Context: an optimization exercise on an open-source flow, tuned for small area, a short achievable clock period and few clock cycles per item. The choices shown serve that exercise and are no tape-out recipe.
The RTL was checked by simulation tests, not by an equivalence proof against the original design.
Power and IR drop assume default switching activity.

$ cat run.sh
#!/bin/bash
# synth_recipe.tcl (not shown) runs the flow's synth.tcl, then flattens the netlist and writes it again
# the make line also repeats each setting of config.mk as NAME=value (left out here)
make -C /OpenROAD-flow-scripts/flow DESIGN_CONFIG=/design/flow/config.mk WORK_HOME=/design/flow/orfs CLKGATE_MAP_FILE= SYNTH_SCRIPT=/design/flow/synth_recipe.tcl finish
$ cat config.mk
export PLATFORM = sky130hd
export DESIGN_NAME = tight_classifier
export DESIGN_NICKNAME = tight_classifier
export VERILOG_FILES = /design/flow/design.v
export SDC_FILE = /design/flow/constraint.sdc
export NUM_CORES = 4
export LEC_CHECK = 0
export CAP_MARGIN = 20
export CORE_MARGIN = 2
export CORE_UTILIZATION = 30
export SLEW_MARGIN = 20
$ cat constraint.sdc
create_clock -name core_clock -period 10.0 [get_ports {clk}]
set_input_delay 2.0000 -clock core_clock [delete_from_list [all_inputs] [get_ports {clk}]]
set_output_delay 2.0000 -clock core_clock [all_outputs]
set_load 0.01 [all_outputs]
$ cat design.v
module tight_classifier #(
    parameter PAL_CAP = 32,              
    parameter IW      = 5,               
    parameter CW      = 16               
) (
    input  wire              clk,
    input  wire              rst,           
    input  wire              start,
    input  wire [CW-1:0]     npix,          
    input  wire [8:0]        max_colors,    
    output wire              start_ready,
    input  wire              pix_valid,
    input  wire [23:0]       pix_data,
    output wire              pix_ready,
    output reg               done,
    output reg  [2:0]        kind,
    output reg  [23:0]       color0,        
    output reg  [23:0]       color1,        
    output reg  [CW-1:0]     count0,
    output reg  [CW-1:0]     count1,
    output reg  [IW:0]       ncolors,       
    input  wire [IW-1:0]     rd_idx,
    output wire [23:0]       rd_color,
    output wire [CW-1:0]     rd_count
);
    localparam K_EMPTY     = 3'd0;
    localparam K_SOLID     = 3'd1;
    localparam K_TWOCOLOR  = 3'd2;
    localparam K_PALETTE   = 3'd3;
    localparam K_TRUECOLOR = 3'd4;
    localparam S_IDLE  = 4'd0;
    localparam S_FIRST = 4'd1;    
    localparam S_SOLID = 4'd2;    
    localparam S_TWO   = 4'd3;    
    localparam S_RUN   = 4'd4;    
    localparam S_LOOK  = 4'd5;    
    localparam S_SHIFT = 4'd6;    
    localparam S_DRAIN = 4'd7;    
    localparam S_FIN   = 4'd8;    
    reg [3:0]     state;
    reg [CW-1:0]  remaining;      
    reg [IW:0]    maxc;           
    reg [2:0]     fin_kind;
    reg [23:0]    c0, c1, ci;
    reg [CW-1:0]  n0, n1, ni;
    reg           last_run;       
    reg [23:0]    pal_color [0:PAL_CAP-1];
    reg [CW-1:0]  pal_count [0:PAL_CAP-1];
    reg [IW:0]    pal_n;
    reg [23:0]    ins_color;
    reg [CW-1:0]  ins_count;      
    reg [IW:0]    ins_pos;        
    reg           ins_new;        
    assign start_ready = (state == S_IDLE);
    assign pix_ready   = (state == S_FIRST) || (state == S_SOLID) ||
                         (state == S_TWO)   || (state == S_DRAIN) ||
                         ((state == S_RUN) && (remaining != 0));
    assign rd_color = pal_color[rd_idx];
    assign rd_count = pal_count[rd_idx];
    wire          pix_take = pix_valid && pix_ready;
    wire          is_last  = (remaining == 1);
    reg           hit;
    reg [IW:0]    hit_idx;
    integer       k;
    always @(*) begin
        hit     = 1'b0;
        hit_idx = {(IW+1){1'b0}};
        for (k = PAL_CAP - 1; k >= 0; k = k - 1) begin
            if ((k < pal_n) && (pal_color[k] == ins_color)) begin
                hit     = 1'b1;
                hit_idx = k[IW:0];
            end
        end
    end
    wire [IW:0]   prev_pos   = ins_pos - 1'b1;
    wire [CW-1:0] prev_count = pal_count[prev_pos[IW-1:0]];
    wire [23:0]   prev_color = pal_color[prev_pos[IW-1:0]];
    wire          move_up    = (ins_pos != 0) && (prev_count < ins_count);
    wire [IW:0]   max_colors_cap = (max_colors > PAL_CAP) ? PAL_CAP[IW:0]
                                                          : max_colors[IW:0];
    always @(posedge clk) begin
        if (rst) begin
            state    <= S_IDLE;
            done     <= 1'b0;
            kind     <= K_EMPTY;
            pal_n    <= 0;
            remaining <= 0;
            ncolors  <= 0;
        end else begin
            done <= 1'b0;
            case (state)
            S_IDLE: begin
                if (start) begin
                    remaining <= npix;
                    maxc      <= max_colors_cap;
                    if (npix == 0) begin
                        fin_kind <= K_EMPTY;
                        state    <= S_FIN;
                    end else begin
                        state    <= S_FIRST;
                    end
                end
            end
            S_FIRST: begin
                if (pix_take) begin
                    remaining <= remaining - 1'b1;
                    c0 <= pix_data;
                    n0 <= 1;
                    if (is_last) begin
                        fin_kind <= K_SOLID;
                        state    <= S_FIN;
                    end else begin
                        state    <= S_SOLID;
                    end
                end
            end
            S_SOLID: begin
                if (pix_take) begin
                    remaining <= remaining - 1'b1;
                    if (pix_data == c0) begin
                        n0 <= n0 + 1'b1;
                        if (is_last) begin
                            fin_kind <= K_SOLID;
                            state    <= S_FIN;
                        end
                    end else if (maxc < 2) begin
                        fin_kind <= K_TRUECOLOR;
                        state    <= is_last ? S_FIN : S_DRAIN;
                    end else begin
                        c1 <= pix_data;
                        n1 <= 1;
                        if (is_last) begin
                            fin_kind <= K_TWOCOLOR;
                            state    <= S_FIN;
                        end else begin
                            state    <= S_TWO;
                        end
                    end
                end
            end
            S_TWO: begin
                if (pix_take) begin
                    remaining <= remaining - 1'b1;
                    if (pix_data == c0 || pix_data == c1) begin
                        if (pix_data == c0) n0 <= n0 + 1'b1;
                        else                n1 <= n1 + 1'b1;
                        if (is_last) begin
                            fin_kind <= K_TWOCOLOR;
                            state    <= S_FIN;
                        end
                    end else begin
                        if (n1 > n0) begin
                            pal_color[0] <= c1;  pal_count[0] <= n1;
                            pal_color[1] <= c0;  pal_count[1] <= n0;
                        end else begin
                            pal_color[0] <= c0;  pal_count[0] <= n0;
                            pal_color[1] <= c1;  pal_count[1] <= n1;
                        end
                        pal_n    <= 2;
                        ci       <= pix_data;
                        ni       <= 1;
                        last_run <= is_last;
                        state    <= S_RUN;
                    end
                end
            end
            S_RUN: begin
                if (remaining == 0) begin
                    ins_color <= ci;
                    ins_count <= ni;
                    last_run  <= 1'b1;
                    state     <= S_LOOK;
                end else if (pix_take) begin
                    remaining <= remaining - 1'b1;
                    if (pix_data == ci) begin
                        ni <= ni + 1'b1;
                    end else begin
                        ins_color <= ci;
                        ins_count <= ni;
                        last_run  <= 1'b0;
                        ci        <= pix_data;
                        ni        <= 1;
                        state     <= S_LOOK;
                    end
                end
            end
            S_LOOK: begin
                if (hit) begin
                    ins_count <= pal_count[hit_idx[IW-1:0]] + ins_count;
                    ins_pos   <= hit_idx;
                    ins_new   <= 1'b0;
                    state     <= S_SHIFT;
                end else if (pal_n == maxc) begin
                    pal_n    <= 0;
                    fin_kind <= K_TRUECOLOR;
                    state    <= (remaining == 0) ? S_FIN : S_DRAIN;
                end else begin
                    ins_pos   <= pal_n;
                    ins_new   <= 1'b1;
                    state     <= S_SHIFT;
                end
            end
            S_SHIFT: begin
                if (move_up) begin
                    pal_color[ins_pos[IW-1:0]] <= prev_color;
                    pal_count[ins_pos[IW-1:0]] <= prev_count;
                    ins_pos <= prev_pos;
                end else begin
                    pal_color[ins_pos[IW-1:0]] <= ins_color;
                    pal_count[ins_pos[IW-1:0]] <= ins_count;
                    if (ins_new) pal_n <= pal_n + 1'b1;
                    if (last_run) begin
                        fin_kind <= K_PALETTE;
                        state    <= S_FIN;
                    end else begin
                        state    <= S_RUN;
                    end
                end
            end
            S_DRAIN: begin
                if (remaining == 0) begin
                    state <= S_FIN;
                end else if (pix_take) begin
                    remaining <= remaining - 1'b1;
                    if (is_last) state <= S_FIN;
                end
            end
            S_FIN: begin
                done    <= 1'b1;
                kind    <= fin_kind;
                ncolors <= (fin_kind == K_PALETTE) ? pal_n : {(IW+1){1'b0}};
                if (fin_kind == K_TWOCOLOR && n1 > n0) begin
                    color0 <= c1;  count0 <= n1;
                    color1 <= c0;  count1 <= n0;
                end else begin
                    color0 <= c0;  count0 <= n0;
                    color1 <= c1;  count1 <= n1;
                end
                state <= S_IDLE;
            end
            default: state <= S_IDLE;
            endcase
        end
    end
endmodule
==> impl_results.md <==
* Via density per instance at 6.06
* Result of the run: no timing/DRC/antenna violations
* Total length of routed wires at 398000 µm
* Total cell area at the placement stage at 100000 µm²
* First-pass DRT Iterations at 6
* Fmax at 109 MHz
* Top flip-flop cell by instance count after synthesis: edfxtp_1
* P_leak at 33.0 nW
* Unrepaired setup endpoints after global routing: false
* Crit-path most repeated cell: a21oi_1
* Count of vias placed by the detailed router at 65578
* Maximum buffer depth of the clock tree at 4
* Number of antenna violations at the first check in global routing at 30
* Layout Skew at 85.6 ps
* Clock tree from TritonCTS: yes
* Share of layout cells above drive strength 1 at 25.4%
* Final period util at 91.4%
* Clock insertion delay at the later pin of the skew report at 910 ps
* Largest stage delay on the critical path at 810 ps
* Hold slack at 476 ps
* Detail Placement HPWL at 294000 µm
* Routability congestion estimate from global placement at 1.02
* Placeable core area at 308000 µm²
* Min cycle time layout at 9140 ps
* Max IR drop VDD at 0.147 mV
* Initial DRC Count at 10003
* # Post-CTS Setup Buffers at 0
* Critical setup path kind: reg2reg
* Synth Net Count at 6523
* Mean routed wirelength per cell at 36.8 µm
* IO buf count at 189
* Number of distinct standard cells referenced by the synthesized netlist at 93
* Number of pins with negative max-slew slack in the final report at 0
* Inserted Clock Buffers at 183
* Clock slew seen by the registers of the worst setup and hold paths at 60 ps
* Async set or reset register ratio after synthesis at 0%
* Number of warnings issued by yosys at 1
* Crit Path Max Fanout at 34
* Endpoint class of the critical path: flip-flop
* Final setup fails at 0
* Max stage delay cell, worst path: nor4b_1
* Setup WS post-layout at 861 ps
* Commonest non-fill, non-tap cell in the layout: edfxtp_1
* Clock sinks at 1573
* Number of buffers added to fix hold violations after cts at 0
* Number of standard cells after synthesis at 6407
* Mean instance size in the synthesized netlist at 14.5 µm²
* Library cell used as clock root buffer: clkbuf_16
* Hold Violations, Final at 0
* I/O pin cnt at 190
* Residual DRC at 0
* Min-Delay Path Class: reg2reg
* Worst Path Arrival at 9770 ps
* Std cell rows at 204
* Summed instance area of the synthesized netlist at 92700 µm²
* Vertical die dimension at 560 µm
* Global-route wire length before repair at 539000 µm
* Final-layout setup total negative slack at 0 ps
* GRT Total Usage at 24.6%
* Max-cap check violation count at 0
* Number of synthesized flops with an enable pin at 1537
* Die width at 560 µm
* Post-synthesis sequential element count at 1573
* Die outline area at 313000 µm²
* Overflow left after global routing at 0
* Post-cts resize count at 0
* Final layout net count at 6674
* Via count of the first global-routing pass at 63419
* Data required time at the worst endpoint at 10630 ps
* Initial standard-cell utilization of the core at 30.1%
* Layout overhead on the synthesized area at 14.8%
* Total power density per cell area at 176 nW/µm²
* Critical Path Start Type: flip-flop
* Worst slack at placement at 1130 ps
* Actual slew at the worst max-slew pin at 1210 ps
* Non-Filler Cell Area, Final at 106000 µm²
* Antenna Violating Nets Remaining at 0
* Commonest cells after routing, fill and taps aside: 1537 x edfxtp_1, 800 x mux4_2, 470 x xor2_1
* Fraction of the yosys area taken by sequential cells at 50.6%
* Worst max-slew margin expressed relative to the limit at 18.4%
* CTS H-tree depth at 4
* Largest net degree at the start of global routing at 98
==> path summary, 6_finish.rpt <==
path	cells after the start	endpoint	startpoint	slack, ps
min reg2reg	0	ins_color[18]	ci[18]	480
max	34	ins_count[14]	ins_color[1]	860
min	0	ins_color[18]	ci[18]	480
max reg2reg	34	ins_count[14]	ins_color[1]	860
==> cell families after synthesis <==
| kind of cell | count (synthesis) | share of synthesized area (%) |
|---|---|---|
| multiplexers | 1254 | 24.7 |
| flip-flops | 1573 | 50.6 |
| AND/OR/NAND/NOR | 1378 | 7.90 |
| AO/OA/AOI/OAI | 691 | 4.77 |
| adder cells (fa/ha/maj) | 58 | 0.791 |
| XOR/XNOR | 901 | 8.53 |
| buffers and inverters | 552 | 2.74 |
==> cells in the mapped netlist (7+ instances only) <==
master	instances	area, µm²
edfxtp_1	1537	46200
mux4_2	800	18000
xor2_1	471	4130
xnor2_1	429	3760
nand2_1	328	1230
mux2_2	266	3000
clkbuf_1	248	931
nor2_1	241	905
o21ai_0	221	1110
mux2i_1	188	1880
nor4_1	188	1180
nand4_1	178	1110
a21oi_1	138	691
o211ai_1	94	706
buf_2	83	415
a211oi_1	82	616
inv_1	82	308
buf_1	78	293
nand3_1	75	375
nor3_1	69	345
nor2b_1	62	388
ha_1	57	713
dfxtp_1	36	721
or4_1	32	240
buf_6	31	349
buf_4	26	195
or3_1	26	163
and3_1	25	156
nand2b_1	25	156
nand4b_1	24	210
nor4b_1	22	193
a211o_1	18	158
a21o_1	15	113
and2_1	15	93.8
or2_2	12	75.1
a221oi_1	11	96.3
a22oi_1	11	82.6
and4_1	11	96.3
a31oi_1	9	56.3
o21bai_1	8	60.1
nor3b_1	7	52.6
o21a_1	7	52.6
o31ai_1	7	52.6
or3b_2	7	61.3
==> routing by layer <==
layer / vias to the layer above / routed length, µm / global-route usage, % / share of wire (%)
li1: 25951 / - / - / -
met1: 34195 / 150000 / 31.5 / 38
met2: 4607 / 179000 / 38.0 / 45
met3: 821 / 43500 / 6.72 / 11
met4: 4 / 24800 / 13.0 / 6.2
met5: - / 26 / 0 / 0.0065
==> cell type report <==
cell class | count | area [µm²]
repair buffers | 435 | 4240
inverters | 83 | 314
diodes | 5 | 12.5
flip-flops and latches | 1573 | 46900
fillers | 29476 | 202000
multi-input cells | 4282 | 43700
well taps | 4120 | 5150
clock inverters | 118 | 1410
clock buffers | 203 | 4700
==> state kept, by name (all words and copies together), names as in the netlist, 16 cells and up <==
name,flops
c0,24
pal_color,768
count1,16
color1,24
ci,24
pal_count,512
n0,16
ins_count,16
count0,16
n1,16
remaining,16
c1,24
color0,24
ni,16
ins_color,24
==> worst max-delay path, delay by kind of cell (launching register included) <==
family / cells / cell delay, ps
AND/OR/NAND/NOR: 6 / 1470
buffers and inverters: 3 / 680
XOR/XNOR: 2 / 770
adder cells (fa/ha/maj): 2 / 690
flip-flops: 1 / 410
AO/OA/AOI/OAI: 20 / 4440
multiplexers: 1 / 340
==> power by group <==
group	total [mW]	switching (mW)	internal, mW
combinational	3.65	2.44	1.21
clock	7.07	2.90	4.17
sequential	8.01	0.181	7.83
total	18.7	5.52	13.2
==> stage by stage <==
step	instances	total power [mW]	utilization [%]
6_report	10819	18.7	34.5
3_5_place_dp	10484	11.7	32.5
5_1_grt	10816	19.2	34.5
4_1_cts	10805	18.7	34.5
2_1_floorplan	6407	10.1	-
3_3_place_gp	10482	11.6	32.5
Testbench counts, summed over its fixed seeds: cycles 601,161, pixels 466,131.

afterwards: timing with drivers on the ports:
No port has a modelled driver above. Below, the same layout with a new extraction and two added sets of constraints. Step 1 (the two cells are an assumption about what drives the block):
set clk [get_ports {clk}]
set_driving_cell -lib_cell sky130_fd_sc_hd__clkbuf_16 $clk
set_driving_cell -lib_cell sky130_fd_sc_hd__buf_2 [delete_from_list [all_inputs] $clk]
Step 2 adds t to the input delays and takes it off the output delays; t is the mean of the earliest and latest rising clock arrival at the registers after step 1. Input paths then give back, and output paths get back, about the clock's delay inside the block. a / b / c = no drivers / after step 1 / after step 2; a / b = the first two.
t (ns): 0.971
slack for setup (ns): 0.861 / 0.861 / 0.861
worst hold slack (ns): 0.476 / 0.476 / 0.476
clock arrival spread, ns: 0.087 / 0.087
cell pins on the clock port's net: 1
After both steps this run still meets setup and hold. For this run, drivers alone change the setup slack by 0.000 ns; drivers and shift together by 0.000 ns.
